Background: an optimization exercise with open tools, aiming at small area. Do not read the settings as production practice.
At most, simulation tests tie the RTL to the original design; equivalence was not proved.
For runs 4 to 7, only the layout was checked, not whether the RTL still works.
Power is estimated from default activity; no workload was simulated.

==> flow/design.v <==
module slink_engine (
    input  wire         clk,
    input  wire         rst,           
    input  wire [31:0]  now,           
    input  wire         ev_valid,
    input  wire         ev_level,      
    input  wire [31:0]  ev_tick,
    input  wire         dec_en,
    input  wire         send_valid,
    input  wire [5:0]   send_len,
    input  wire [255:0] send_str,
    input  wire         hw_fail,
    output wire         tx,
    output reg          req_done,
    output reg  [1:0]   req_result,    
    output reg          send_ok,
    output reg          rx_byte_valid,
    output wire [7:0]   rx_byte,
    output reg          rx_stray_valid,
    output wire [2:0]   rx_stray_n,
    output reg          rx_frame_end
);
    localparam       Q_GROUPS = 67;
    localparam [1:0] TX_IDLE  = 2'b00;
    localparam [1:0] TX_GUARD = 2'b01;
    localparam [1:0] TX_SPACE = 2'b10;
    localparam [1:0] TX_MARK  = 2'b11;
    localparam [14:0] TM_END   = 15'h0001;
    localparam [14:0] TM_2400  = 15'h0b57;
    localparam [14:0] TM_600   = 15'h7e99;
    localparam [14:0] TM_1200  = 15'h1f5c;
    localparam [14:0] TM_20000 = 15'h44c3;
    function [31:0] sub32;           
        input [31:0] a;
        input [31:0] b;
        reg          bw;
        integer      k;
        begin
            bw = 1'b0;
            for (k = 0; k < 32; k = k + 1) begin
                sub32[k] = a[k] ^ b[k] ^ bw;
                bw       = (~a[k] & b[k]) | (~(a[k] ^ b[k]) & bw);
            end
        end
    endfunction
    function [7:0] inc8;             
        input [7:0] a;
        reg         cy;
        integer     k;
        begin
            cy = 1'b1;
            for (k = 0; k < 8; k = k + 1) begin
                inc8[k] = a[k] ^ cy;
                cy      = cy & a[k];
            end
        end
    endfunction
    function [6:0] incdec7;          
        input [6:0] a;
        input       up;
        reg         cy;
        integer     k;
        begin
            cy = 1'b1;
            for (k = 0; k < 7; k = k + 1) begin
                incdec7[k] = a[k] ^ cy;
                cy         = cy & (a[k] ^ ~up);
            end
        end
    endfunction
    function [4:0] pack3;
        input [1:0] t0;
        input [1:0] t1;
        input [1:0] t2;
        begin
            case ({t0[1], t1[1], t2[1]})
                3'b000:  pack3 = {2'b00, t2[0], t1[0], t0[0]};
                3'b001:  pack3 = {3'b110, t1[0], t0[0]};
                3'b111:  pack3 = 5'b11100;
                3'b010:  pack3 = {2'b10, 1'b0, t2[0], t0[0]};
                3'b011:  pack3 = {2'b10, 1'b1, 1'b0, t0[0]};
                3'b100:  pack3 = {2'b01, t2[0], t1[0], 1'b0};
                3'b110:  pack3 = {2'b01, t2[0], 2'b01};
                default: pack3 = {2'b01, t1[0], 2'b11};       
            endcase
        end
    endfunction
    function [1:0] unpack3;          
        input [4:0] g;
        input [1:0] k;
        reg   [1:0] t0, t1, t2;
        begin
            case (g[4:3])
                2'b00: begin
                    t0 = {1'b0, g[0]}; t1 = {1'b0, g[1]}; t2 = {1'b0, g[2]};
                end
                2'b11: begin
                    t0 = {g[2], g[0]}; t1 = {g[2], g[1]}; t2 = 2'b10;
                end
                2'b10: begin
                    t0 = {1'b0, g[0]}; t1 = 2'b10;      t2 = {g[2], g[1]};
                end
                default: begin
                    t0 = 2'b10;
                    t1 = {g[0] & ~g[1], g[0] ? g[2] : g[1]};
                    t2 = {g[0] & g[1], g[2]};
                end
            endcase
            unpack3 = (k == 2'd0) ? t0 : (k == 2'd1) ? t1 : t2;
        end
    endfunction
    reg         halted;
    wire        run = !halted && !hw_fail;
    reg [31:0]  last_interrupt_tick;
    reg [31:0]  last_falling_edge_tick;
    reg [7:0]   shreg;
    reg [2:0]   bit_cnt;
    reg         cnt_zero;
    reg         partial_frame;
    reg [5*Q_GROUPS-1:0] q_mem;
    reg [6:0]   q_groups;
    reg [1:0]   q_off;
    reg [1:0]   q_stn;
    reg [1:0]   q_st0;
    reg [1:0]   q_st1;
    reg [1:0]   tx_state;
    reg [127:0] tx_bits;         
    reg [4:0]   tx_nbytes;
    reg [7:0]   tx_idx;          
    reg [14:0]  tx_timer;        
    assign tx         = (tx_state == TX_MARK);
    assign rx_byte    = shreg;
    assign rx_stray_n = bit_cnt;
    wire [31:0] idle_diff = sub32(now, last_falling_edge_tick);
    wire        bus_idle  = (|idle_diff[31:15]) || idle_diff[14:0] > 15'd21800;
    reg         parse_ok;
    reg [127:0] parse_bits;
    reg [7:0]   c;
    reg         hex;
    integer     i;
    always @(*) begin
        parse_ok   = !send_len[0] && (!send_len[5] || send_len[4:0] == 5'd0);
        parse_bits = 128'd0;
        for (i = 0; i < 32; i = i + 1) begin
            c   = send_str[8*i +: 8];
            hex = (c[7:4] == 4'h3 && c[3:0] <= 4'd9) ||
                  (c[7] == 1'b0 && c[6] && c[4:3] == 2'b00 &&
                   c[2:0] != 3'd0 && c[2:0] != 3'd7);
            if ((i / 2) < send_len[5:1] && !hex)
                parse_ok = 1'b0;
            parse_bits[127 - 4*i] = c[3] | c[6];
            parse_bits[126 - 4*i] = c[2] ^ (c[6] & c[1] & c[0]);
            parse_bits[125 - 4*i] = c[1] ^ (c[6] & c[0]);
            parse_bits[124 - 4*i] = c[0] ^ c[6];
        end
    end
    wire [31:0] since_last_edge = sub32(ev_tick, last_interrupt_tick);
    wire        ev_accept       = ev_valid && ((|since_last_edge[31:7]) || since_last_edge[6:0] >= 7'd100);
    wire [31:0] low_duration    = sub32(ev_tick, last_falling_edge_tick);
    wire        s_hi            = |low_duration[31:12];
    wire        s_gap           = s_hi || low_duration[11:0] >= 12'd2010;
    wire        s_one           = s_hi || low_duration[11:0] >= 12'd910;
    wire [1:0]  s_cls           = {s_gap, s_one};
    wire        q_push          = ev_accept && ev_level;
    wire        q_nogroup = (q_groups == 7'd0);
    wire        q_empty   = q_nogroup && q_stn == 2'd0;
    wire        q_full    = (q_groups == Q_GROUPS &&
                             ((q_off == 2'd1 && q_stn == 2'd0) || (q_off == 2'd2 && q_stn == 2'd1))) ||
                            (q_groups == Q_GROUPS - 1 && q_off == 2'd0 && q_stn == 2'd2);
    wire [5*Q_GROUPS+4:0] q_ext = {q_mem, 5'd0};
    wire [4:0]  q_oldest  = q_ext[5*q_groups +: 5];
    wire [1:0]  head      = q_nogroup ? q_st0 : unpack3(q_oldest, q_off);
    wire        head_gap  = head[1];
    wire        head_one  = head[0];
    wire        dec_sample = dec_en && !q_empty;
    wire        dec_flush  = dec_en && q_empty && partial_frame && bus_idle;
    wire        cnt_nz     = !cnt_zero && bit_cnt != 3'd0;
    wire        q_drop     = dec_sample || (q_push && q_full);
    wire        q_drop_grp = q_drop && !q_nogroup;
    wire        q_drop_st  = q_drop && q_nogroup;
    wire        q_pack     = q_push && !q_drop_st && q_stn == 2'd2;
    wire        q_grp_gone = q_drop_grp && q_off == 2'd2;
    wire        tx_busy   = (tx_state != TX_IDLE) || !bus_idle;
    wire        send_acc  = send_valid && parse_ok && !tx_busy;
    wire        tx_seg_end = (tx_timer == TM_END);
    wire        tx_last    = (tx_idx == {tx_nbytes, 3'b000});
    wire        tx_bit     = tx_bits[~tx_idx[6:0]];
    always @(posedge clk) begin
        if (q_pack)
            q_mem <= {q_mem[5*Q_GROUPS-6:0], pack3(q_st0, q_st1, s_cls)};
        if (send_acc)
            tx_bits <= parse_bits;
        req_result <= {parse_ok && tx_busy, !parse_ok};
        if (rst) begin
            halted                 <= 1'b0;
            last_interrupt_tick    <= 32'd0;
            last_falling_edge_tick <= 32'd0;
            cnt_zero               <= 1'b1;
            partial_frame          <= 1'b0;
            q_groups               <= 7'd0;
            q_off                  <= 2'd0;
            q_stn                  <= 2'd0;
            tx_state               <= TX_IDLE;
            req_done               <= 1'b0;
            send_ok                <= 1'b0;
            rx_byte_valid          <= 1'b0;
            rx_stray_valid         <= 1'b0;
            rx_frame_end           <= 1'b0;
        end else begin
            if (hw_fail)
                halted <= 1'b1;
            req_done       <= run && send_valid;
            send_ok        <= run && tx_state == TX_GUARD && tx_seg_end;
            rx_byte_valid  <= run && dec_sample && !head_gap && !cnt_zero && bit_cnt == 3'd7;
            rx_stray_valid <= run && (dec_flush || (dec_sample && head_gap)) && cnt_nz;
            rx_frame_end   <= run && dec_flush;
            if (dec_sample && !head_gap) begin
                partial_frame <= 1'b1;
                shreg         <= {shreg[6:0], head_one};
                bit_cnt       <= cnt_zero ? 3'd1 : {bit_cnt[2] ^ (bit_cnt[1] & bit_cnt[0]),
                                                    bit_cnt[1] ^ bit_cnt[0], ~bit_cnt[0]};
                cnt_zero      <= 1'b0;
            end else if (dec_sample || dec_flush) begin
                cnt_zero      <= 1'b1;
            end
            if (dec_flush)
                partial_frame <= 1'b0;
            if (q_drop_grp)
                q_off <= (q_off == 2'd2) ? 2'd0 : {q_off[0], ~q_off[0]};
            if (q_pack != q_grp_gone)
                q_groups <= incdec7(q_groups, q_pack);
            if (q_drop_st) begin
                if (q_push) begin
                    if (q_stn == 2'd2) begin
                        q_st0 <= q_st1;
                        q_st1 <= s_cls;
                    end else begin
                        q_st0 <= s_cls;
                    end
                end else begin
                    q_st0 <= q_st1;
                    q_stn <= q_stn - 2'd1;
                end
            end else if (q_push) begin
                if (q_stn == 2'd0)
                    q_st0 <= s_cls;
                else
                    q_st1 <= s_cls;
                q_stn <= q_pack ? 2'd0 : q_stn + 2'd1;
            end
            if (ev_accept) begin
                last_interrupt_tick <= ev_tick;
                if (!ev_level)
                    last_falling_edge_tick <= ev_tick;
            end
            if (send_acc) begin
                tx_state  <= TX_MARK;
                tx_nbytes <= send_len[5:1];
                tx_idx    <= 8'd0;
                tx_timer  <= TM_2400;
            end else begin
                tx_timer <= {tx_timer[13:0], tx_timer[14] ^ tx_timer[13]};
                if (tx_seg_end) begin
                    case (tx_state)
                        TX_MARK: begin
                            tx_state <= TX_SPACE;
                            tx_timer <= TM_600;
                        end
                        TX_GUARD: begin
                            tx_state <= TX_IDLE;
                        end
                        TX_SPACE: begin
                            if (tx_last) begin
                                tx_state <= TX_GUARD;
                                tx_timer <= TM_20000;
                            end else begin
                                tx_state <= TX_MARK;
                                tx_timer <= tx_bit ? TM_1200 : TM_600;
                                tx_idx   <= inc8(tx_idx);
                            end
                        end
                        default: ;
                    endcase
                end
            end
        end
    end
endmodule
==> flow/flow/run.sh <==
#!/bin/bash
# The standard layout, with two changes: the port buffers are the smallest
# buffer cell, and CTS inserts no dummy loads.
set -euo pipefail
bash standard.sh \
  "BUFFER_PORTS_ARGS=-buffer_cell sky130_fd_sc_hd__buf_1" \
  "CTS_ARGS=-sink_clustering_enable -repair_clock_nets -dont_use_dummy_load" \
  finish > standard.log 2>&1
==> flow/standard.sh <==
#!/bin/bash
# synth_recipe.tcl (not shown) runs the flow's synth.tcl, then flattens the netlist and writes it again
# the make line also repeats each setting of config.mk as NAME=value (left out here)
make -C /OpenROAD-flow-scripts/flow DESIGN_CONFIG=/design/flow/config.mk WORK_HOME=/design/flow/orfs CLKGATE_MAP_FILE= SYNTH_SCRIPT=/design/flow/synth_recipe.tcl "${@:-finish}"
==> flow/config.mk <==
export PLATFORM = sky130hd
export DESIGN_NAME = slink_engine
export DESIGN_NICKNAME = slink_engine
export VERILOG_FILES = /design/flow/design.v
export SDC_FILE = /design/flow/constraint.sdc
export NUM_CORES = 4
export LEC_CHECK = 0
export CAP_MARGIN = 20
export CORE_MARGIN = 2
export CORE_UTILIZATION = 40
export SLEW_MARGIN = 20
==> flow/constraint.sdc <==
create_clock -name core_clock -period 20.0 [get_ports {clk}]
set_input_delay 4.0000 -clock core_clock [delete_from_list [all_inputs] [get_ports {clk}]]
set_output_delay 4.0000 -clock core_clock [all_outputs]
set_load 0.01 [all_outputs]
==> impl_metrics.ini, run 1 <==
[outcome]
status = complete, no violations

[setup_path]
critPathArrivalTime_ns = 17.79
r2r_slack_ns = 5.82
slowest_stage = buf_12
worst_path_most_repeated_cell = fa_2
critPathLaunchType = primary input
critical-path-top-delay-family = adder cells
crit_required_ns = 20.19
critPathKind = in -> reg
cp_max_fo = 189
timing.rr.end = q_mem[242]
r2r-start = last_interrupt_tick[0]
slowest_delay_ns = 0.77
cp-end-kind = flop
path_buf_inv = 9
reg2regPathDepth = 45

[timing]
setup_violations = 0
fin_setup_tns_ns = 0
worstMarginPinSlew_ns = 1.01
finalMaxSlewViolations = 0
rsz0062_at_grt = no
timing.fmax_ghz = 0.0568
finalHoldViolCount = 0
fin_ws_ns = 2.40
finalCritPeriodShare_pct = 88.0
skew_ns = 0.0565
slew_headroom_pct = 31.3
holdWs_ns = 0.406
period_minus_slack_ns = 17.60

[power_and_ir_drop]
p_sw_uw = 587
p_int_mw = 2.01
leakagePower_nw = 10.5
p_comb_share_pct = 9.0
swShare_pct = 22.6
vdd_drop_max_v = 0.0000705
power_density_mw_per_mm2 = 79.5
power_mw = 2.60
p_clk_share_pct = 36.7
power_frac_seq_pct = 54.3

[yosys]
synth_mux_area_share_pct = 11.4
synth_area_leader_cell = edfxtp_1
syn_area_sq_mm = 0.0287
ys_top_cells_by_area = edfxtp_1 53%, mux4_2 8.2%, fa_1 6.3%
synth-async-reset-ratio_pct = 0
synth_top_cell_area_share_pct = 52.9
synth-compound-area-share_pct = 6.22
yosys.area_share.xor_xnor_pct = 2.59
ys_types = 80
synthFlopType = edfxtp_1
ys_seq_area_share_pct = 58.9
synth-edff-count = 506
yosys_warnings = 1
synth_simple_gate_area_share_pct = 9.40
yosys_register_bits = 593
avgSynthCellArea_sq_um = 14.3
syn_inst = 2005
synthAdderAreaFrac_pct = 8.62
synth_top_family_by_area = multiplexers

[finish]
drive_above_1_share_pct = 12.1
final_cell_mix = 506 x edfxtp_1, 350 x buf_1, 129 x nand2_1
final_cells = 3309
final_area_sq_mm = 0.0327
nets = 2835
layout_commonest_cell = edfxtp_1
fin_util_pct = 45.8
areaGrowthSynthToFinish_pct = 13.6

[route]
via_per_inst = 5.45
drtIter0Drc = 1351
dr.pass1.iters = 5
ant_nets = 0
drc = 0
routed_wl_um = 67400
wl_per_cell_um = 20.4
vias = 18044

[floorplanning]
die_w_um = 272
rows = 98
dieArea_sq_mm = 0.0740
initial_core_util_pct = 40.3
die-height_um = 272
ios = 352
coreArea_sq_mm = 0.0714

[clock_network]
worstSkewPairLatency_ns = 0.63
htree_levels = 2
cts_tree = yes
clk_pin_slew_ns = 0.06
cts_setup_buffers = 0
cts_inserted_buffers = 61
cts_buffer_depth = 3
ctsHoldBuffers = 0
ctsResizeCount = 0
cts_sinks = 593
cts-root-buf = clkbuf_16

[global_route]
grt_pass1_wl_um = 104000
grt.overflow.total = 0
antenna_found_initial = 3
grt_use_total_pct = 17.9
grt_pass1_vias = 18411
grt_max_degree = 190

[hold_path]
hold_end = q_mem[327]
min_path_type = reg -> reg
hold_start = q_mem[322]
hold-path-cell-count = 0

[placed_design]
postPlaceCellArea_sq_mm = 0.0311
portBuffers = 351
dpl_worst_slack_ns = 1.95
place_congestion = 0.930
place_inst = 3245
post-dp-hpwl_um = 48900

[run]
cap_violations = 0
-- area by class of cell --
| cell class | instances | area [sq um] |
|---|---|---|
| antenna | 3 | 7.51 |
| clock buffer | 61 | 1530 |
| fill | 6407 | 38700 |
| inverter | 111 | 435 |
| multi-input combinational | 1226 | 11100 |
| sequential | 593 | 16900 |
| tap | 950 | 1190 |
| timing repair buffer | 365 | 1450 |
-- kinds of logic after synthesis --
logic type                 after synthesis
DFF                                    593
buffers and inverters                  186
and+or+nand+nor                        530
AOI/OAI and AO/OA                      282
adders and majority gates              144
muxes                                  185
xor gates and xnor gates                85
-- synth_stat cells (8+ instances only) --
master / count
fa_1: 90
or3_1: 17
mux4_2: 105
o22ai_1: 12
a31oi_1: 14
xnor2_1: 32
a211oi_1: 16
o21ai_0: 79
and3_1: 19
nand2_1: 131
buf_2: 19
mux2_2: 12
nor2_1: 101
nand3_1: 50
nand4_1: 34
ha_1: 54
xor2_1: 53
edfxtp_1: 506
dfxtp_1: 87
nand3b_1: 10
mux2i_1: 62
nor4_1: 11
nor3_1: 41
nor2b_1: 16
nand2b_1: 18
inv_1: 110
and2_1: 19
a21oi_1: 75
or2_2: 36
clkbuf_1: 36
buf_6: 8
-- flip-flops by register name, summed over array words and instances, names as in the netlist, 2 cells and up --
register                flops
tx_bits                   128
tx_idx                      8
q_st1                       2
q_groups                    7
tx_timer                   15
req_result                  2
q_off                       2
q_stn                       2
shreg                       8
q_st0                       2
last_interrupt_tick        32
tx_nbytes                   5
bit_cnt                     3
last_falling_edge_tick     32
tx_state                    2
q_mem                     335
-- layer usage --
layer | routed length, um | part of all wire (%) | global-route usage, % | vias to the layer above
met4 | 1970 | 2.9 | 6.07 | 0
met5 | 0 | 0 | 0 | -
met1 | 30300 | 45 | 24.9 | 9160
met3 | 3050 | 4.5 | 2.43 | 114
li1 | - | - | - | 8262
met2 | 32100 | 48 | 29.0 | 508
-- power groups by stage --
| stage | clock network, mW | logic, mW | registers (mW) |
|---|---|---|---|
| 3_5_place_dp | 0 | 0.233 | 1.44 |
| 6_report | 0.952 | 0.234 | 1.41 |
| 5_1_grt | 1.03 | 0.263 | 1.41 |
| 3_3_place_gp | 0 | 0.226 | 1.43 |
| 2_1_floorplan | 0 | 0.145 | 1.43 |
| 4_1_cts | 0.983 | 0.235 | 1.41 |
-- how the worst max path moves through the flow --
stage                     from          end  slack [ns]  cells after the start
detailed placement  ev_tick[0]   q_mem[252]        1.95                     47
global placement    ev_tick[0]   q_mem[247]        2.27                     47
CTS                 ev_tick[0]   q_mem[237]        2.55                     47
floorplan           ev_tick[0]  q_groups[6]       -0.85                     49
finish              ev_tick[0]   q_mem[242]        2.40                     47
global route        ev_tick[0]   q_mem[237]        1.99                     47
==> run 2, diff against run 1 <==
==> flow/flow/run.sh (replaced) <==
#!/bin/bash
# The standard layout, with two changes: the port buffers are the smallest
# buffer cell, and CTS inserts no dummy loads.
set -euo pipefail
bash standard.sh \
  "BUFFER_PORTS_ARGS=-buffer_cell sky130_fd_sc_hd__buf_1" \
  "CTS_ARGS=-sink_clustering_enable -repair_clock_nets -dont_use_dummy_load -buf_list sky130_fd_sc_hd__clkbuf_4" \
  finish > standard.log 2>&1
==> run 2 against run 1 <==
Effect of this change:
- routed wire length increased by 1.2%
- first-iteration DRC count is 0.89% lower
- fmax is 2.1% higher
- global-route usage increased by 0.45 points
- clock skew is 0.044 ns higher
- sequential power about the same
- final cell count grew 3.0%
- non-clock buffer count did not move
- flip-flop and latch count unchanged
- highest routed layer unchanged
==> impl_metrics.ini, run 2 <==
[finish]
areaGrowthSynthToFinish_pct = 12.4
multi_input_area_sq_mm = 0.0111
regMostFlops = q_mem
final_cell_mix = 506 x edfxtp_1, 350 x buf_1, 158 x clkbuf_4
drive_above_1_share_pct = 15.6
top_regs = q_mem x335, tx_bits x128
nets = 2932
largest_reg_flops = 335
layout_commonest_cell = edfxtp_1
final_cells = 3408
n_fill_cell = 6513
ff_latch_area_sq_mm = 0.0169

[clock_network]
ctsHoldBuffers = 0
cts_inserted_buffers = 158
cts_tree = yes
ctsResizeCount = 0
clk_pin_slew_ns = 0.06
cts_setup_buffers = 0
cts_sinks = 593
cts-root-buf = clkbuf_4
worstSkewPairLatency_ns = 0.95
htree_levels = 4
cts_buffer_depth = 3

[setup_path]
reg2regPathDepth = 45
crit_required_ns = 20.49
slowest_delay_ns = 0.71
worst_path_most_repeated_cell = fa_2
slowest_stage = buf_12
cp-end-kind = flop
critPathArrivalTime_ns = 17.72
critPathLaunchType = primary input
critical-path-top-delay-family = adder cells
path_buf_inv = 9
path_depth = 47
critPathKind = in -> reg
cp_max_fo = 189

[floorplanning]
coreArea_sq_mm = 0.0714
rows = 98
die_w_um = 272
die-height_um = 272
ios = 352
dieArea_sq_mm = 0.0740
initial_core_util_pct = 40.3

[global_route]
grt_max_degree = 190
grt_pass1_wl_um = 106000
grt_pass1_vias = 19153
grt_use_total_pct = 18.4
grt.overflow.total = 0
antenna_found_initial = 5

[yosys]
syn_area_sq_mm = 0.0287
ys_seq_area_share_pct = 58.9
synth-async-reset-ratio_pct = 0
syn_inst = 2005
synthTopCellsByCount = 506 x edfxtp_1, 131 x nand2_1, 110 x inv_1
ys_top_cells_by_area = edfxtp_1 53%, mux4_2 8.2%, fa_1 6.3%
yosys_register_bits = 593
synth.most_common_cell = edfxtp_1
synth_top_cell_area_share_pct = 52.9
yosys_warnings = 1
avgSynthCellArea_sq_um = 14.3
synth-edff-count = 506
synthFlopType = edfxtp_1
synth_area_leader_cell = edfxtp_1
ys_types = 80

[placed_design]
dpl_worst_slack_ns = 1.95
place_congestion = 0.930
post-dp-hpwl_um = 48900
portBuffers = 351
place_inst = 3245

[timing]
worstMarginPinSlew_ns = 1.01
rsz0062_at_grt = no
slew_headroom_pct = 30.9
skew_ns = 0.100
finalMaxSlewViolations = 0
setup_violations = 0
period_minus_slack_ns = 17.23
finalHoldViolCount = 0
timing.fmax_ghz = 0.0580
fin_ws_ns = 2.77
finalCritPeriodShare_pct = 86.2

[route]
ant_nets = 0
wl_per_cell_um = 20.0
vias = 18533
via_per_inst = 5.44
dr.pass1.iters = 5
drtIter0Drc = 1339
drc = 0
routed_wl_um = 68200

[run]
cap_violations = 0

[hold_path]
hold-path-cell-count = 0
min_path_type = reg -> reg

[power_and_ir_drop]
leakagePower_nw = 10.4
vdd_drop_max_v = 0.0000434
power_density_mw_per_mm2 = 75.1

[outcome]
status = complete, no violations
==> run 2: per-layer routing <==
layer	GRT usage, %	part of all wire (%)	vias to the layer above
met5	0	0	-
met4	7.97	2.7	0
met3	3.80	5.5	124
met2	29.1	48	638
met1	24.5	44	9277
li1	-	-	8494
==> run 2: path summary, 6_finish.rpt <==
check | startpoint | endpoint | slack [ns]
worst max-delay path | ev_tick[0] | q_mem[257] | 2.77
worst min-delay path | q_mem[15] | q_mem[20] | 0.40
worst max register to register | last_interrupt_tick[0] | q_mem[257] | 5.88
worst min register to register | q_mem[15] | q_mem[20] | 0.40
==> run 2: logic make-up after synthesis <==
kind of cell | after synthesis | share of synthesized area, %
buf+inv | 186 | 2.89
mux | 185 | 11.4
xor+xnor | 85 | 2.59
flops | 593 | 58.9
compound gates | 282 | 6.22
simple gates | 530 | 9.40
fa+ha+maj | 144 | 8.62
==> run 2: cell type report <==
cell class                 count  area share (%)
tap                          950            3.68
antenna                        5          0.0387
multi-input combinational   1226            34.4
sequential                   593            52.4
inverter                     111            1.35
timing repair buffer         365            4.48
clock buffer                 158            3.67
==> run 2: metrics by stage <==
stage	hold WS, ns	area [sq um]	power (mW)	setup TNS [ns]	utilization (%)
4_1_cts	0.386	32300	2.47	0	45.3
3_3_place_gp	0.422	31100	1.66	0	43.6
3_5_place_dp	0.428	31100	1.67	0	43.6
6_report	0.401	32300	2.43	0	45.3
5_1_grt	0.394	32300	2.56	0	45.3
2_1_floorplan	0.417	28900	1.58	-176.71	-
==> run 2: power by group <==
part | internal (mW) | leakage [nW] | switching [mW]
Sequential | 1.39 | 5.00 | 0.0246
Clock | 0.357 | 0.727 | 0.427
Combinational | 0.0946 | 4.70 | 0.140
Total | 1.84 | 10.4 | 0.591
==> run 3, diff against run 2 <==
==> flow/run.sh (new file) <==
#!/bin/bash
# synth_recipe.tcl (not shown) runs the flow's synth.tcl, then flattens the netlist and writes it again
# the make line also repeats each setting of config.mk as NAME=value (left out here)
make -C /OpenROAD-flow-scripts/flow DESIGN_CONFIG=/design/flow/config.mk WORK_HOME=/design/flow/orfs CLKGATE_MAP_FILE= SYNTH_SCRIPT=/design/flow/synth_recipe.tcl finish
removed: flow/flow/run.sh
removed: flow/standard.sh
==> run 3 against run 2 <==
Effect of this change:
- clock skew down 0.082 ns
- total power up 20%
- global-route usage up 0.67 points
- sequential share of layout area down 4.7 points
- synthesized cell count unchanged
- worst setup slack worse by 0.057 ns
- cell area up 9.9%
- via count down 2.4%
- hold slack better by 0.036 ns
- non-clock buffer count up 3
- critical path depth unchanged
- final cell count down 1.1%
- largest power group unchanged
- highest routed layer unchanged
==> impl_metrics.ini, run 3 <==
[outcome]
status = complete, no violations

[finish]
fin_util_pct = 49.8
n_fill_cell = 6092
areaGrowthSynthToFinish_pct = 23.6
largest_reg_flops = 335
layout_commonest_cell = edfxtp_1
final_cell_mix = 506 x edfxtp_1, 350 x clkdlybuf4s50_1, 129 x nand2_1
regMostFlops = q_mem
final_area_sq_mm = 0.0355
antennaDiodeCount = 0
nets = 2845
drive_above_1_share_pct = 13.4
top_regs = q_mem x335, tx_bits x128

[clock_network]
cts_buffer_depth = 3
htree_levels = 3
worstSkewPairLatency_ns = 0.60
cts_inserted_buffers = 68
cts-root-buf = clkbuf_16
clk_pin_slew_ns = 0.06
ctsResizeCount = 0
cts_tree = yes
ctsHoldBuffers = 0
cts_setup_buffers = 0
cts_sinks = 593

[global_route]
grt.overflow.total = 0
antenna_found_initial = 0
grt_pass1_wl_um = 110000
grt_use_total_pct = 19.0
grt_pass1_vias = 18770
grt_max_degree = 179

[setup_path]
crit_required_ns = 20.21
slowest_stage = clkdlybuf4s50_1
critPathLaunchType = primary input
critical-path-top-delay-family = adder cells
cp-startpoint = ev_tick[0]
cp_max_fo = 178
r2r_slack_ns = 6.47
critPathArrivalTime_ns = 17.50
critPathKind = in -> reg
reg2regPathDepth = 45
cp-end-kind = flop
slowest_delay_ns = 0.67
timing.rr.end = q_mem[82]
r2r-start = last_interrupt_tick[0]
worst_path_most_repeated_cell = fa_2
path_buf_inv = 9

[power_and_ir_drop]
p_int_mw = 2.26
p_comb_share_pct = 9.6
vdd_drop_max_v = 0.0000653
p_clk_share_pct = 42.2
power_density_mw_per_mm2 = 82.3
leakagePower_nw = 11.7
p_sw_uw = 661
swShare_pct = 22.6
power_frac_seq_pct = 48.2

[floorplanning]
die_w_um = 272
initial_core_util_pct = 40.3
die-height_um = 272
coreArea_sq_mm = 0.0714
rows = 98
dieArea_sq_mm = 0.0740
ios = 352

[route]
wl_per_cell_um = 20.9
dr.pass1.iters = 7
drtIter0Drc = 1390
via_per_inst = 5.36
vias = 18086
ant_nets = 0
drc = 0
routed_wl_um = 70600

[yosys]
syn_inst = 2005
synth-async-reset-ratio_pct = 0
synth_top_cell_area_share_pct = 52.9
yosys_register_bits = 593
synth-edff-count = 506
synth_area_leader_cell = edfxtp_1
ys_types = 80
yosys_warnings = 1
syn_area_sq_mm = 0.0287
synthFlopType = edfxtp_1
ys_top_cells_by_area = edfxtp_1 53%, mux4_2 8.2%, fa_1 6.3%
avgSynthCellArea_sq_um = 14.3
ys_seq_area_share_pct = 58.9
synth.most_common_cell = edfxtp_1
synthTopCellsByCount = 506 x edfxtp_1, 131 x nand2_1, 110 x inv_1

[timing]
finalMaxSlewViolations = 0
timing.fmax_ghz = 0.0578
holdWs_ns = 0.437
setup_violations = 0
finalHoldViolCount = 0
finalCritPeriodShare_pct = 86.5
fin_ws_ns = 2.71
period_minus_slack_ns = 17.29
skew_ns = 0.0178
rsz0062_at_grt = no
worstMarginPinSlew_ns = 1.04
slew_headroom_pct = 30.5

[placed_design]
postPlaceCellArea_sq_mm = 0.0333
dpl_worst_slack_ns = 2.12
place_congestion = 0.888
portBuffers = 351
post-dp-hpwl_um = 51600

[hold_path]
hold-path-cell-count = 0
hold_start = q_mem[147]
hold_end = q_mem[152]
min_path_type = reg -> reg

[run]
cap_violations = 0
run 3: power groups by stage:
stage                     Clock [mW]  Combinational, mW  Sequential, mW
after floorplan                    0              0.145            1.43
after global placement             0              0.274            1.43
after detailed placement           0              0.280            1.43
after CTS                       1.27              0.282            1.41
after global routing            1.32              0.310            1.41
final                           1.24              0.280            1.41
run 3: worst max path at each step:
stage	to	slack (ns)	depth (start not counted)
6_report	q_mem[82]	2.71	47
4_1_cts	q_groups[5]	2.71	51
3_5_place_dp	q_groups[5]	2.12	51
5_1_grt	q_groups[5]	2.20	51
2_1_floorplan	q_groups[6]	-0.85	49
3_3_place_gp	q_groups[5]	2.31	51
run 3: per-stage QoR:
stage | total power, mW | TNS (ns) | instances
3_5_place_dp | 1.71 | 0 | 3248
4_1_cts | 2.96 | 0 | 3372
2_1_floorplan | 1.58 | -176.71 | 2005
5_1_grt | 3.04 | 0 | 3372
3_3_place_gp | 1.71 | 0 | 3248
6_report | 2.93 | 0 | 3372
run 3: cell families (layout without fill, tap and decap cells):
group,after synthesis,after routing,share of synthesized area (%)
flip-flops,593,593,58.9
multiplexers,185,185,11.4
adder cells (fa/ha/maj),144,144,8.62
AND/OR/NAND/NOR,530,530,9.40
AO/OA/AOI/OAI,282,282,6.22
XOR/XNOR,85,85,2.59
buffers and inverters,186,603,2.89
run 3: worst register-to-register path, delay by kind of cell (launching register included):
kind,cells,cell delay [ns]
flip-flops,1,0.35
adder cells (fa/ha/maj),32,10.28
AND/OR/NAND/NOR,4,0.84
AO/OA/AOI/OAI,2,0.39
buffers and inverters,7,1.05
run 3: metal layers:
layer	vias up	wire (um)	GRT usage, %
met4	0	1210	4.48
li1	8331	-	-
met1	9163	31200	26.1
met5	-	0	0
met2	504	34800	31.5
met3	88	3390	3.57
run 3: final cells by class:
type	count	area (sq um)	share of cell area (%)
Clock buffer	82	1780	5.00
Clock inverter	42	440	1.24
Inverter	111	435	1.23
Multi-Input combinational cell	1226	11100	31.2
Sequential cell	593	16900	47.7
Tap cell	950	1190	3.34
Timing Repair Buffer	368	3650	10.3
==> run 4, diff against run 3 <==
--- a/flow/design.v
+++ b/flow/design.v
@@ -143,9 +143,8 @@
         parse_bits = 128'd0;
         for (i = 0; i < 32; i = i + 1) begin
             c   = send_str[8*i +: 8];
-            hex = (c[7:4] == 4'h3 && c[3:0] <= 4'd9) ||
-                  (c[7] == 1'b0 && c[6] && c[4:3] == 2'b00 &&
-                   c[2:0] != 3'd0 && c[2:0] != 3'd7);
+            hex = !c[7] & ((!c[6] & c[5] & c[4] & ~(c[3] & (c[2] | c[1]))) |
+                           (c[6] & !c[4] & !c[3] & (c[2] | c[1] | c[0]) & ~(c[2] & c[1] & c[0])));
             if ((i / 2) < send_len[5:1] && !hex)
                 parse_ok = 1'b0;
             parse_bits[127 - 4*i] = c[3] | c[6];
@@ -188,8 +187,10 @@
     always @(posedge clk) begin
         if (q_pack)
             q_mem <= {q_mem[5*Q_GROUPS-6:0], pack3(q_st0, q_st1, s_cls)};
-        if (send_acc)
-            tx_bits <= parse_bits;
+        if (tx_state == TX_IDLE) begin
+            tx_bits   <= parse_bits;
+            tx_nbytes <= send_len[5:1];
+        end
         req_result <= {parse_ok && tx_busy, !parse_ok};
         if (rst) begin
             halted                 <= 1'b0;
@@ -255,7 +256,6 @@
             end
             if (send_acc) begin
                 tx_state  <= TX_MARK;
-                tx_nbytes <= send_len[5:1];
                 tx_idx    <= 8'd0;
                 tx_timer  <= TM_2400;
             end else begin
==> flow/flow/run.sh (new file) <==
#!/bin/bash
# The standard layout (standard.sh, with the standard flow's own synthesis), with these
# changes: the port buffers are the smallest buffer cell; CTS uses one
# clock buffer size, larger sink clusters and no dummy loads; the floorplan
# step removes synthesis buffers instead of sizing up gates against the
# unplaced, unbuffered netlist; and after global routing, gates with slack
# to spare are sized down again (ORFS's power recovery step).
set -euo pipefail
bash standard.sh \
  "BUFFER_PORTS_ARGS=-buffer_cell sky130_fd_sc_hd__buf_1" \
  "CTS_ARGS=-sink_clustering_enable -repair_clock_nets -dont_use_dummy_load -buf_list sky130_fd_sc_hd__clkbuf_8 -sink_clustering_size 16 -sink_clustering_max_diameter 60" \
  REMOVE_ABC_BUFFERS=1 \
  RECOVER_POWER=100 \
  finish > standard.log 2>&1
==> flow/standard.sh (new file) <==
#!/bin/bash
# synth_recipe.tcl (not shown) runs the flow's synth.tcl, then flattens the netlist and writes it again
# the make line also repeats each setting of config.mk as NAME=value (left out here)
make -C /OpenROAD-flow-scripts/flow DESIGN_CONFIG=/design/flow/config.mk WORK_HOME=/design/flow/orfs CLKGATE_MAP_FILE= SYNTH_SCRIPT=/design/flow/synth_recipe.tcl "${@:-finish}"
removed: flow/run.sh
==> run 4 against run 3 <==
Effect of this change:
- cell area shrank 11%
- first-iteration DRC count shrank 3.7%
- largest power group unchanged
- sequential power is essentially flat
- routed wire length shrank 3.9%
- core utilization shrank 5.3 points
- flip-flop and latch count is the same
- the layout now fails its checks (max-capacitance violations, max-slew violations)
- worst setup slack lost 0.96 ns
- largest cell class unchanged
- global-route usage shrank 0.94 points
- combinational power shrank 29%
- register-to-register slack lost 1.5 ns
- clock skew grew 0.081 ns
- die area is essentially flat
- critical path type unchanged
==> impl_metrics.ini, run 4 <==
[global_route]
antenna_found_initial = 15
grt_use_total_pct = 18.1
grt_pass1_wl_um = 105000
grt.overflow.total = 0
grt_pass1_vias = 18300
grt_max_degree = 105

[floorplanning]
coreArea_sq_mm = 0.0714
ios = 352
rows = 98
die_w_um = 272
dieArea_sq_mm = 0.0740
initial_core_util_pct = 40.3
die-height_um = 272

[clock_network]
worstSkewPairLatency_ns = 0.68
cts_inserted_buffers = 51
cts_tree = yes
ctsHoldBuffers = 0
cts-root-buf = clkbuf_8
htree_levels = 2
cts_setup_buffers = 0
cts_sinks = 593
ctsResizeCount = 0
clk_pin_slew_ns = 0.09
cts_buffer_depth = 3

[placed_design]
postPlaceCellArea_sq_mm = 0.0311
place_congestion = 0.894
place_inst = 3234
portBuffers = 351
post-dp-hpwl_um = 49200

[timing]
skew_ns = 0.0987
finalCritPeriodShare_pct = 91.3
period_minus_slack_ns = 18.26
setup_violations = 0
worstMarginPinSlew_ns = 4.06
rsz0062_at_grt = no
slew_headroom_pct = -170
finalMaxSlewViolations = 294
finalHoldViolCount = 0
timing.fmax_ghz = 0.0548

[finish]
n_fill_cell = 6448
fin_util_pct = 44.5
areaGrowthSynthToFinish_pct = 10.5
final_area_sq_mm = 0.0318
largest_reg_flops = 335
final_cell_mix = 506 x edfxtp_1, 329 x buf_1, 117 x nand2_1
multi_input_area_sq_mm = 0.0110
top_regs = q_mem x335, tx_bits x128
ff_latch_area_sq_mm = 0.0169
final_cells = 3296
nets = 2814
regMostFlops = q_mem
drive_above_1_share_pct = 10.4
layout_commonest_cell = edfxtp_1

[power_and_ir_drop]
leakagePower_nw = 10.2
vdd_drop_max_v = 0.0000395
power_mw = 2.21
power_density_mw_per_mm2 = 69.5

[route]
drc = 0
vias = 17902
via_per_inst = 5.43
routed_wl_um = 67900
ant_nets = 0
dr.pass1.iters = 8
wl_per_cell_um = 20.6
drtIter0Drc = 1339

[outcome]
violations = max-capacitance violations, max-slew violations
status = finished with violations

[yosys]
ys_seq_area_share_pct = 58.9
synth.most_common_cell = edfxtp_1
syn_area_sq_mm = 0.0287
syn_inst = 1989
avgSynthCellArea_sq_um = 14.4
yosys_warnings = 1
synth-edff-count = 506
synthTopCellsByCount = 506 x edfxtp_1, 117 x nand2_1, 113 x mux4_2
synth_top_cell_area_share_pct = 52.9
ys_top_cells_by_area = edfxtp_1 53%, mux4_2 8.9%, fa_1 6.3%
yosys_register_bits = 593
synth-async-reset-ratio_pct = 0
synthFlopType = edfxtp_1
ys_types = 69
synth_area_leader_cell = edfxtp_1

[setup_path]
critPathArrivalTime_ns = 18.47
slowest_delay_ns = 0.83
cp-end-kind = flop
crit_required_ns = 20.21
critPathLaunchType = primary input
cp_max_fo = 104
worst_path_most_repeated_cell = fa_1
slowest_stage = clkbuf_2
critPathKind = in -> reg

[hold_path]
min_path_type = reg -> reg

[run]
cap_violations = 7
==> run 4: cell types whose count changed after synthesis, sizes merged, moves of 14 or more <==
cell / previous run / this run
nand2: 131 / 117
nand3: 50 / 91
mux2i: 62 / 45
nand4b: 5 / 19
nor3: 42 / 21
and4b: 1 / 15
nand4: 34 / 17
o21ai: 82 / 63
or3: 17 / 35
xnor2: 32 / 46
==> run 4: layout make-up <==
cell class / instances / share of cell area [%]
Antenna cell: 11 / 0.0867
Clock buffer: 51 / 2.21
Inverter: 107 / 1.29
Multi-Input combinational cell: 1215 / 34.7
Sequential cell: 593 / 53.3
Tap cell: 950 / 3.74
Timing Repair Buffer: 369 / 4.59
==> run 4: cell families (layout without fill, tap and decap cells) <==
group	after synthesis	after routing	synth area share, %
flip-flops	593	593	58.9
buffers and inverters	181	527	2.71
XOR/XNOR	86	86	2.62
other	0	11	0
AO/OA/AOI/OAI	226	226	4.94
multiplexers	181	181	11.3
adder cells (fa/ha/maj)	144	144	8.62
AND/OR/NAND/NOR	578	578	10.9
==> run 4: critical path, delay by kind of cell <==
| kind | cells | cell delay, ns |
|---|---|---|
| xor+xnor | 2 | 0.32 |
| fa+ha+maj | 32 | 10.94 |
| buf+inv | 10 | 2.49 |
| compound gates | 1 | 0.16 |
| simple gates | 2 | 0.46 |
==> run 4: where the power goes <==
group,internal (mW),switching [mW]
registers,1.38,0.0202
logic,0.0876,0.113
clock network,0.227,0.382
==> run 4: routing by layer <==
metal	global-route usage, %	up-vias	share of wire, %
met1	24.8	8991	43
met5	0	-	0.040
li1	-	8201	-
met4	6.85	4	3.4
met2	28.8	580	47
met3	3.31	126	6.0
==> run 4: per-stage QoR <==
step                 TNS, ns  hold slack [ns]  worst slack, ns
floorplan           -1832.75            0.420            -5.55
global placement           0            0.424             1.60
detailed placement         0            0.430             1.34
CTS                        0            0.424             2.07
global route               0            0.434            0.961
finish                     0            0.416             1.74
==> run 4: worst paths after layout <==
path,startpoint,end,slack [ns],cells after the start
max,ev_tick[0],q_mem[253],1.74,47
min,q_mem[287],q_mem[292],0.42,0
max reg2reg,last_interrupt_tick[0],q_mem[253],5.00,45
min reg2reg,q_mem[287],q_mem[292],0.42,0
==> run 5, diff against run 4 <==
--- a/flow/flow/run.sh
+++ b/flow/flow/run.sh
@@ -8,7 +8,7 @@
 set -euo pipefail
 bash standard.sh \
   "BUFFER_PORTS_ARGS=-buffer_cell sky130_fd_sc_hd__buf_1" \
-  "CTS_ARGS=-sink_clustering_enable -repair_clock_nets -dont_use_dummy_load -buf_list sky130_fd_sc_hd__clkbuf_8 -sink_clustering_size 16 -sink_clustering_max_diameter 60" \
+  "CTS_ARGS=-sink_clustering_enable -repair_clock_nets -dont_use_dummy_load -buf_list sky130_fd_sc_hd__clkbuf_16 -sink_clustering_size 32 -sink_clustering_max_diameter 80" \
   REMOVE_ABC_BUFFERS=1 \
   RECOVER_POWER=100 \
   finish > standard.log 2>&1
==> run 5 against run 4 <==
Effect of this change:
- via count decreased by 0.26%
- total power increased by 3.3%
- the layout still fails its checks (max-capacitance violations, max-slew violations)
- register-to-register slack improved by 0.02 ns
- clock skew decreased by 0.028 ns
- combinational power about the same
- largest power group unchanged
- global-route usage decreased by 0.18 points
- count of clock-buffer cells in the layout decreased by 17
- hold slack got worse by 0.0091 ns
- sequential power about the same
- routed wire length decreased by 1.1%
- worst setup slack got worse by 0.074 ns
- die area unchanged
- critical endpoint is now q_mem[173]
==> impl_metrics.ini, run 5 <==
[timing]
timing.fmax_ghz = 0.0546
period_minus_slack_ns = 18.33
worstMarginPinSlew_ns = 4.09
slew_headroom_pct = -173
finalCritPeriodShare_pct = 91.6
skew_ns = 0.0711
finalHoldViolCount = 0
rsz0062_at_grt = no
finalMaxSlewViolations = 294
holdWs_ns = 0.407
setup_violations = 0

[setup_path]
timing.rr.end = q_mem[173]
cp_max_fo = 104
critPathLaunchType = primary input
critPathArrivalTime_ns = 18.49
slowest_delay_ns = 0.82
worst_path_most_repeated_cell = fa_1
critPathKind = in -> reg
r2r-start = last_interrupt_tick[0]
reg2regPathDepth = 45
r2r_slack_ns = 5.02
crit_required_ns = 20.16
cp-end-kind = flop
cp-startpoint = ev_tick[0]
slowest_stage = clkbuf_2

[clock_network]
ctsResizeCount = 0
worstSkewPairLatency_ns = 0.59
cts_setup_buffers = 0
cts_sinks = 593
ctsHoldBuffers = 0
cts_tree = yes
cts-root-buf = clkbuf_16
clk_pin_slew_ns = 0.09
cts_buffer_depth = 3
htree_levels = 2
cts_inserted_buffers = 34

[hold_path]
hold_end = q_mem[38]
hold_start = q_mem[33]
hold-path-cell-count = 0
min_path_type = reg -> reg

[yosys]
syn_inst = 1989
synth-edff-count = 506
yosys_register_bits = 593
synthTopCellsByCount = 506 x edfxtp_1, 117 x nand2_1, 113 x mux4_2
synth-async-reset-ratio_pct = 0
synth_top_cell_area_share_pct = 52.9
ys_types = 69
avgSynthCellArea_sq_um = 14.4
yosys_warnings = 1
synthFlopType = edfxtp_1
synth.most_common_cell = edfxtp_1
syn_area_sq_mm = 0.0287
ys_top_cells_by_area = edfxtp_1 53%, mux4_2 8.9%, fa_1 6.3%
synth_area_leader_cell = edfxtp_1
ys_seq_area_share_pct = 58.9

[route]
ant_nets = 0
dr.pass1.iters = 5
wl_per_cell_um = 20.5
drc = 0
drtIter0Drc = 1379
via_per_inst = 5.45
routed_wl_um = 67100
vias = 17855

[placed_design]
postPlaceCellArea_sq_mm = 0.0311
place_congestion = 0.894
portBuffers = 351
post-dp-hpwl_um = 49200
place_inst = 3234

[floorplanning]
initial_core_util_pct = 40.3
ios = 352
rows = 98
die-height_um = 272
dieArea_sq_mm = 0.0740
coreArea_sq_mm = 0.0714
die_w_um = 272

[global_route]
grt_pass1_vias = 18114
grt.overflow.total = 0
grt_max_degree = 105
antenna_found_initial = 13
grt_use_total_pct = 17.9
grt_pass1_wl_um = 104000

[finish]
layout_commonest_cell = edfxtp_1
regMostFlops = q_mem
final_cells = 3278
nets = 2797
n_fill_cell = 6427
fin_util_pct = 44.7
final_cell_mix = 506 x edfxtp_1, 329 x buf_1, 117 x nand2_1
top_regs = q_mem x335, tx_bits x128
multi_input_area_sq_mm = 0.0110
drive_above_1_share_pct = 9.79
largest_reg_flops = 335
areaGrowthSynthToFinish_pct = 11.0
final_area_sq_mm = 0.0319
ff_latch_area_sq_mm = 0.0169

[power_and_ir_drop]
vdd_drop_max_v = 0.0000455
power_mw = 2.28
leakagePower_nw = 10.2
power_density_mw_per_mm2 = 71.5

[outcome]
status = finished with violations
violations = max-capacitance violations, max-slew violations

[run]
cap_violations = 7
## run 5: worst max-delay path: cells and delay by family
family | cells | cell delay, ns
AND/OR/NAND/NOR | 2 | 0.47
buffers and inverters | 10 | 2.46
AO/OA/AOI/OAI | 1 | 0.16
adder cells (fa/ha/maj) | 32 | 10.94
XOR/XNOR | 2 | 0.32
## run 5: report_power, final
| part | internal [mW] | total (mW) | switching, mW |
|---|---|---|---|
| sequential | 1.38 | 1.40 | 0.0202 |
| combinational | 0.0876 | 0.201 | 0.113 |
| clock | 0.304 | 0.681 | 0.377 |
## run 5: kinds of logic after synthesis
group / share of synthesized area, %
flops: 58.9
simple gates: 10.9
compound gates: 4.94
buf+inv: 2.71
mux: 11.3
fa+ha+maj: 8.62
xor+xnor: 2.62
## run 5: worst max path at each step
stage               slack (ns)           to  cells after the start
finish                    1.67   q_mem[173]                     47
global route              0.88   q_mem[163]                     47
CTS                       1.98   q_mem[258]                     47
detailed placement        1.34   q_mem[258]                     47
global placement          1.60   q_mem[178]                     47
floorplan                -5.55  q_groups[4]                     48
## run 5: metrics by stage
step                       TNS, ns  setup WS, ns
after floorplan           -1832.75         -5.55
after global placement           0          1.60
after detailed placement         0          1.34
after CTS                        0          1.98
after global routing             0         0.882
final                            0          1.67
## run 5: routing by layer
layer	global-route usage (%)	part of all wire, %	up-vias
li1	-	-	8177
met1	24.7	44	9045
met2	28.8	47	514
met3	3.03	5.5	115
met4	6.22	3.4	4
met5	0	0.040	-
## run 5: layout make-up
class	instances	share of cell area, %
Multi-Input combinational cell	1215	34.6
Timing Repair Buffer	369	4.56
Inverter	107	1.28
Tap cell	950	3.73
Sequential cell	593	53.1
Antenna cell	10	0.0784
Clock buffer	34	2.67
==> run 6, diff against run 5 <==
--- a/flow/design.v
+++ b/flow/design.v
@@ -148,9 +148,9 @@
             if ((i / 2) < send_len[5:1] && !hex)
                 parse_ok = 1'b0;
             parse_bits[127 - 4*i] = c[3] | c[6];
-            parse_bits[126 - 4*i] = c[2] ^ (c[6] & c[1] & c[0]);
-            parse_bits[125 - 4*i] = c[1] ^ (c[6] & c[0]);
-            parse_bits[124 - 4*i] = c[0] ^ c[6];
+            parse_bits[126 - 4*i] = c[2] | (c[6] & ~c[2] & ~c[1] & c[0]);
+            parse_bits[125 - 4*i] = c[1] | (c[6] & ~c[2] & ~c[1] & c[0]);
+            parse_bits[124 - 4*i] = c[0];
         end
     end
     wire [31:0] since_last_edge = sub32(ev_tick, last_interrupt_tick);
@@ -183,7 +183,12 @@
     wire        send_acc  = send_valid && parse_ok && !tx_busy;
     wire        tx_seg_end = (tx_timer == TM_END);
     wire        tx_last    = (tx_idx == {tx_nbytes, 3'b000});
-    wire        tx_bit     = tx_bits[~tx_idx[6:0]];
+    wire [3:0]  tx_code    = {tx_bits[~{tx_idx[6:2], 2'd0}], tx_bits[~{tx_idx[6:2], 2'd1}],
+                              tx_bits[~{tx_idx[6:2], 2'd2}], tx_bits[~{tx_idx[6:2], 2'd3}]};
+    wire        tx_letter  = tx_code[3] && tx_code[2:1] != 2'b00;
+    wire [2:0]  tx_low     = (tx_code[2:0] == 3'b111) ? 3'b001 : tx_code[2:0];
+    wire [3:0]  tx_nibble  = tx_letter ? {1'b1, tx_low[2:0] + 3'd1} : tx_code;
+    wire        tx_bit     = tx_nibble[~tx_idx[1:0]];
     always @(posedge clk) begin
         if (q_pack)
             q_mem <= {q_mem[5*Q_GROUPS-6:0], pack3(q_st0, q_st1, s_cls)};
==> flow/flow/run.sh (replaced) <==
#!/bin/bash
# The standard layout (standard.sh, with the standard flow's own synthesis), with these
# changes: the port buffers are the smallest buffer cell; CTS uses one
# clock buffer size, larger sink clusters and no dummy loads; and the
# floorplan step removes synthesis buffers instead of sizing up gates
# against the unplaced, unbuffered netlist.
set -euo pipefail
bash standard.sh \
  "BUFFER_PORTS_ARGS=-buffer_cell sky130_fd_sc_hd__buf_1" \
  "CTS_ARGS=-sink_clustering_enable -repair_clock_nets -dont_use_dummy_load -buf_list sky130_fd_sc_hd__clkbuf_16 -sink_clustering_size 36 -sink_clustering_max_diameter 70" \
  REMOVE_ABC_BUFFERS=1 \
  finish > standard.log 2>&1
==> run 6 against run 5 <==
Effect of this change:
- the run now finishes clean
- global-route usage grew 1.2 points
- area after synthesis shrank 1.1%
- critical path depth is the same
- count of clock-buffer cells in the layout grew 3
- die area shrank 1.1%
- clock skew grew 0.016 ns
- core utilization grew 0.42 points
- non-clock buffer count shrank 3
- synthesized cell count grew 2.7%
- hold slack gained 0.0071 ns
- cell area shrank 0.78%
- sequential share of layout area grew 0.44 points
- critical endpoint is now q_mem[195]
- largest power group unchanged
==> impl_metrics.ini, run 6 <==
[floorplanning]
coreArea_sq_mm = 0.0701
initial_core_util_pct = 40.5
die_w_um = 271
dieArea_sq_mm = 0.0732
die-height_um = 271
rows = 97
ios = 352

[hold_path]
min_path_type = reg -> reg

[global_route]
grt_pass1_vias = 18353
antenna_found_initial = 6
grt.overflow.total = 0
grt_pass1_wl_um = 109000
grt_max_degree = 138
grt_use_total_pct = 19.1

[placed_design]
place_inst = 3268
place_congestion = 0.951
portBuffers = 351
post-dp-hpwl_um = 52200

[yosys]
yosys.area_share.xor_xnor_pct = 0.555
synth-async-reset-ratio_pct = 0
syn_area_sq_mm = 0.0284
synth_area_leader_cell = edfxtp_1
ys_top_cells_by_area = edfxtp_1 53%, mux4_2 6.9%, fa_1 6.3%
synth.most_common_cell = edfxtp_1
syn_inst = 2042
synthAdderAreaFrac_pct = 7.43
ys_seq_area_share_pct = 59.6
synth_top_cell_area_share_pct = 53.5
ys_types = 78
synth_mux_area_share_pct = 10.8
yosys_register_bits = 593
synthFlopType = edfxtp_1
synth-compound-area-share_pct = 8.74
synth_simple_gate_area_share_pct = 10.1
synthTopCellsByCount = 506 x edfxtp_1, 166 x nand2_1, 118 x inv_1
yosys_warnings = 1
synth-edff-count = 506
synth_top_family_by_area = multiplexers
avgSynthCellArea_sq_um = 13.9

[finish]
nets = 2813
fin_util_pct = 45.1
multi_input_area_sq_mm = 0.0107
final_cell_mix = 506 x edfxtp_1, 350 x buf_1, 166 x nand2_1
ff_latch_area_sq_mm = 0.0169
regMostFlops = q_mem
largest_reg_flops = 335
drive_above_1_share_pct = 8.63
areaGrowthSynthToFinish_pct = 11.4
n_fill_cell = 6438
final_cells = 3307
top_regs = q_mem x335, tx_bits x128
layout_commonest_cell = edfxtp_1

[setup_path]
critical-path-top-delay-family = adder cells
critPathKind = in -> reg
cp_max_fo = 137
slowest_delay_ns = 0.62
critPathArrivalTime_ns = 18.47
crit_required_ns = 20.15
worst_path_most_repeated_cell = fa_1
cp-end-kind = flop
critPathLaunchType = primary input
slowest_stage = inv_8
path_buf_inv = 10

[route]
drc = 0
via_per_inst = 5.51
dr.pass1.iters = 5
ant_nets = 0
drtIter0Drc = 1448
routed_wl_um = 71000
vias = 18235
wl_per_cell_um = 21.5

[power_and_ir_drop]
p_sw_uw = 525
power_frac_seq_pct = 60.3
swShare_pct = 22.7
p_int_mw = 1.78
power_density_mw_per_mm2 = 73.0
power_mw = 2.31
leakagePower_nw = 10.3
p_clk_share_pct = 30.9
vdd_drop_max_v = 0.0000524
p_comb_share_pct = 8.7

[clock_network]
cts_setup_buffers = 0
cts_sinks = 593
worstSkewPairLatency_ns = 0.60
cts_buffer_depth = 3
cts_tree = yes
ctsResizeCount = 0
clk_pin_slew_ns = 0.10
htree_levels = 2
cts_inserted_buffers = 37
ctsHoldBuffers = 0
cts-root-buf = clkbuf_16

[timing]
slew_headroom_pct = 32.0
period_minus_slack_ns = 18.32
rsz0062_at_grt = no
skew_ns = 0.0875
finalHoldViolCount = 0
finalMaxSlewViolations = 0
setup_violations = 0
finalCritPeriodShare_pct = 91.6
worstMarginPinSlew_ns = 1.02
timing.fmax_ghz = 0.0546
fin_setup_tns_ns = 0

[run]
cap_violations = 0

[outcome]
status = complete, no violations
[run 6: per-layer routing]
metal	vias to the layer above	wire, um	track usage [%]
met3	116	4770	3.72
li1	8382	-	-
met2	626	33500	30.7
met4	8	2250	6.48
met1	9103	30400	26.1
met5	-	55	0
[run 6: final timing paths]
path	slack (ns)	to	start	cells past startpoint
min reg2reg	0.41	q_mem[150]	q_mem[145]	0
max	1.68	q_mem[195]	ev_tick[0]	47
max reg2reg	5.08	q_mem[195]	last_interrupt_tick[0]	45
min	0.41	q_mem[150]	q_mem[145]	0
[run 6: layout make-up]
cell class / count / share of cell area [%]
Antenna cell: 2 / 0.0158
Inverter: 119 / 1.43
Timing Repair Buffer: 366 / 4.56
Tap cell: 940 / 3.72
Multi-Input combinational cell: 1250 / 33.8
Clock buffer: 37 / 2.92
Sequential cell: 593 / 53.5
[run 6: power groups by stage]
| stage | clock, mW | combinational (mW) | sequential, mW |
|---|---|---|---|
| final | 0.715 | 0.201 | 1.39 |
| after global routing | 0.779 | 0.227 | 1.40 |
| after CTS | 0.739 | 0.202 | 1.39 |
| after detailed placement | 0 | 0.201 | 1.42 |
| after global placement | 0 | 0.195 | 1.42 |
| after floorplan | 0 | 0.113 | 1.42 |
[run 6: kinds of logic after synthesis]
kind of cell               Yosys count
AOI/OAI and AO/OA                  363
adders and majority gates          115
muxes                              195
DFF                                593
xor gates and xnor gates            18
and+or+nand+nor                    559
buffers and inverters              199
[run 6: metrics by stage]
stage	hold slack, ns	instance area (sq um)	setup WS, ns
after floorplan	0.418	28100	-6.25
after global placement	0.423	30700	1.46
after CTS	0.416	31700	1.68
after global routing	0.417	31700	0.880
final	0.414	31700	1.68
after detailed placement	0.430	30700	1.05
==> run 7, diff against run 6 <==
--- a/flow/flow/run.sh
+++ b/flow/flow/run.sh
@@ -7,6 +7,6 @@
 set -euo pipefail
 bash standard.sh \
   "BUFFER_PORTS_ARGS=-buffer_cell sky130_fd_sc_hd__buf_1" \
-  "CTS_ARGS=-sink_clustering_enable -repair_clock_nets -dont_use_dummy_load -buf_list sky130_fd_sc_hd__clkbuf_16 -sink_clustering_size 36 -sink_clustering_max_diameter 70" \
+  "CTS_ARGS=-sink_clustering_enable -repair_clock_nets -dont_use_dummy_load -buf_list sky130_fd_sc_hd__clkbuf_8 -sink_clustering_size 18 -sink_clustering_max_diameter 50" \
   REMOVE_ABC_BUFFERS=1 \
   finish > standard.log 2>&1
==> run 7 against run 6 <==
Effect of this change:
- combinational power barely moved
- sequential share of layout area rose by 0.18 points
- flip-flop and latch count did not move
- still clean
- sequential power barely moved
- register-to-register slack got worse by 0.09 ns
- final cell count rose by 0.73%
- die area did not move
- via count rose by 0.35%
- clock skew rose by 0.040 ns
- critical path type unchanged
- cell area fell by 0.34%
- routed wire length barely moved
==> impl_metrics.ini, run 7 <==
[outcome]
status = complete, no violations

[clock_network]
cts_buffer_depth = 3
ctsHoldBuffers = 0
worstSkewPairLatency_ns = 0.70
clk_pin_slew_ns = 0.10
ctsResizeCount = 0
cts_inserted_buffers = 59
htree_levels = 2
cts_sinks = 593
cts_setup_buffers = 0
cts-root-buf = clkbuf_8
cts_tree = yes

[setup_path]
critPathLaunchType = primary input
crit_required_ns = 20.20
critPathArrivalTime_ns = 18.49
path_buf_inv = 10
slowest_delay_ns = 0.60
critical-path-top-delay-family = adder cells
critPathKind = in -> reg
worst_path_most_repeated_cell = fa_1
slowest_stage = inv_8
cp_max_fo = 137
cp-end-kind = flop

[yosys]
synth-edff-count = 506
synthFlopType = edfxtp_1
avgSynthCellArea_sq_um = 13.9
ys_top_cells_by_area = edfxtp_1 53%, mux4_2 6.9%, fa_1 6.3%
synth.most_common_cell = edfxtp_1
yosys_register_bits = 593
synthTopCellsByCount = 506 x edfxtp_1, 166 x nand2_1, 118 x inv_1
yosys_warnings = 1
synth-async-reset-ratio_pct = 0
synth_area_leader_cell = edfxtp_1
syn_area_sq_mm = 0.0284
ys_seq_area_share_pct = 59.6
syn_inst = 2042
synth_top_cell_area_share_pct = 53.5
ys_types = 78

[power_and_ir_drop]
leakagePower_nw = 10.2
power_density_mw_per_mm2 = 70.9
vdd_drop_max_v = 0.0000388

[timing]
worstMarginPinSlew_ns = 1.06
period_minus_slack_ns = 18.29
finalMaxSlewViolations = 0
timing.fmax_ghz = 0.0547
skew_ns = 0.128
rsz0062_at_grt = no
setup_violations = 0
fin_ws_ns = 1.71
slew_headroom_pct = 29.2
finalHoldViolCount = 0
finalCritPeriodShare_pct = 91.4

[route]
ant_nets = 0
drtIter0Drc = 1502
wl_per_cell_um = 21.3
vias = 18298
routed_wl_um = 71000
dr.pass1.iters = 5
via_per_inst = 5.49
drc = 0

[finish]
top_regs = q_mem x335, tx_bits x128
multi_input_area_sq_mm = 0.0107
areaGrowthSynthToFinish_pct = 11.0
final_cell_mix = 506 x edfxtp_1, 350 x buf_1, 166 x nand2_1
final_cells = 3331
nets = 2835
ff_latch_area_sq_mm = 0.0169
n_fill_cell = 6467
largest_reg_flops = 335
drive_above_1_share_pct = 9.47
layout_commonest_cell = edfxtp_1
regMostFlops = q_mem

[floorplanning]
rows = 97
coreArea_sq_mm = 0.0701
initial_core_util_pct = 40.5
ios = 352
die-height_um = 271
die_w_um = 271
dieArea_sq_mm = 0.0732

[global_route]
antenna_found_initial = 7
grt_use_total_pct = 19.2
grt_max_degree = 138
grt.overflow.total = 0
grt_pass1_vias = 18531
grt_pass1_wl_um = 109000

[placed_design]
post-dp-hpwl_um = 52200
place_inst = 3268
dpl_worst_slack_ns = 1.05
portBuffers = 351
place_congestion = 0.951

[hold_path]
min_path_type = reg -> reg

[run]
cap_violations = 0
[run 7: metal layers]
| layer | share of wire [%] | vias up | track usage, % |
|---|---|---|---|
| met2 | 47 | 630 | 30.6 |
| met1 | 43 | 9115 | 26.1 |
| li1 | - | 8418 | - |
| met5 | 0.073 | - | 0 |
| met4 | 3.3 | 8 | 6.83 |
| met3 | 6.6 | 127 | 3.76 |
[run 7: worst register-to-register path: cells and delay by family, from the launching register on]
family	cells	cell delay, ns
fa+ha+maj	32	11.02
xor+xnor	2	0.31
compound gates	1	0.16
buf+inv	8	2.11
simple gates	2	0.47
flops	1	0.32
[run 7: final timing paths]
check,slack [ns],cells past startpoint,end,from
hold reg to reg,0.37,0,q_mem[318],q_mem[313]
setup reg to reg,4.99,45,q_mem[235],last_interrupt_tick[0]
hold / removal,0.37,0,q_mem[318],q_mem[313]
setup / recovery,1.71,47,q_mem[235],ev_tick[0]
[run 7: stage by stage]
step                cell area, sq um  power [mW]  hold WS [ns]  setup TNS, ns  util (%)
floorplan                      28100        1.53         0.418       -1841.57         -
global placement               30700        1.62         0.423              0      43.8
detailed placement             30700        1.62         0.430              0      43.8
CTS                            31500        2.27         0.357              0      45.0
global route                   31500        2.34         0.381              0      45.0
finish                         31500        2.24         0.366              0      45.0
[run 7: power by group]
group | internal, mW | leakage (nW) | switching, mW
combinational | 0.0817 | 4.70 | 0.119
clock | 0.260 | 0.424 | 0.383
sequential | 1.37 | 5.12 | 0.0208
total | 1.72 | 10.2 | 0.523
[run 7: kinds of logic after synthesis]
kind of cell / share of synthesized area (%)
AOI/OAI and AO/OA: 8.74
xor gates and xnor gates: 0.555
adders and majority gates: 7.43
buffers and inverters: 2.81
DFF: 59.6
muxes: 10.8
and+or+nand+nor: 10.1
[run 7: final cells by class]
| class | instances | share of cell area, % |
|---|---|---|
| repair buffers | 366 | 4.58 |
| clock buffers | 59 | 2.57 |
| inverters | 119 | 1.44 |
| diodes | 4 | 0.0317 |
| well taps | 940 | 3.73 |
| flip-flops and latches | 593 | 53.7 |
| multi-input cells | 1250 | 33.9 |

[separate check: timing with driven ports]
How much do the figures lean on ideal ports? The routed layouts below were timed once more, with nothing changed but the port constraints. Step 1, drivers: a clkbuf_16 drives clk and a buf_2 each remaining input, both assumed. Step 2 also shifts input and output timing later by t, the mid clock arrival at the registers, as if the neighbouring blocks saw the same clock. Slacks: no drivers / after step 1 / after step 2; pairs: no drivers / after step 1.
run | t (ns) | setup WS [ns] | worst setup path after step 2 | worst slew at a driven data input, ns | cell pins on the clock port's net
run 1 | 0.667 | 2.405 / 2.442 / 1.775 | input to register | 0.10 | 1
run 2 | 0.964 | 2.765 / 2.807 / 1.842 | input to register | 0.10 | 1
run 3 | 0.656 | 2.709 / 2.747 / 2.091 | input to register | 0.11 | 1
run 4 | 0.696 | 1.744 / 1.769 / 1.073 | input to register | 0.16 | 1
run 5 | 0.610 | 1.670 / 1.701 / 1.091 | input to register | 0.17 | 1
run 6 | 0.626 | 1.675 / 1.713 / 1.087 | input to register | 0.11 | 1
run 7 | 0.706 | 1.715 / 1.751 / 1.045 | input to register | 0.11 | 1
The setup slack of run 2, which loses most, moves by +0.042 ns with the drivers and by -0.923 ns with both steps.
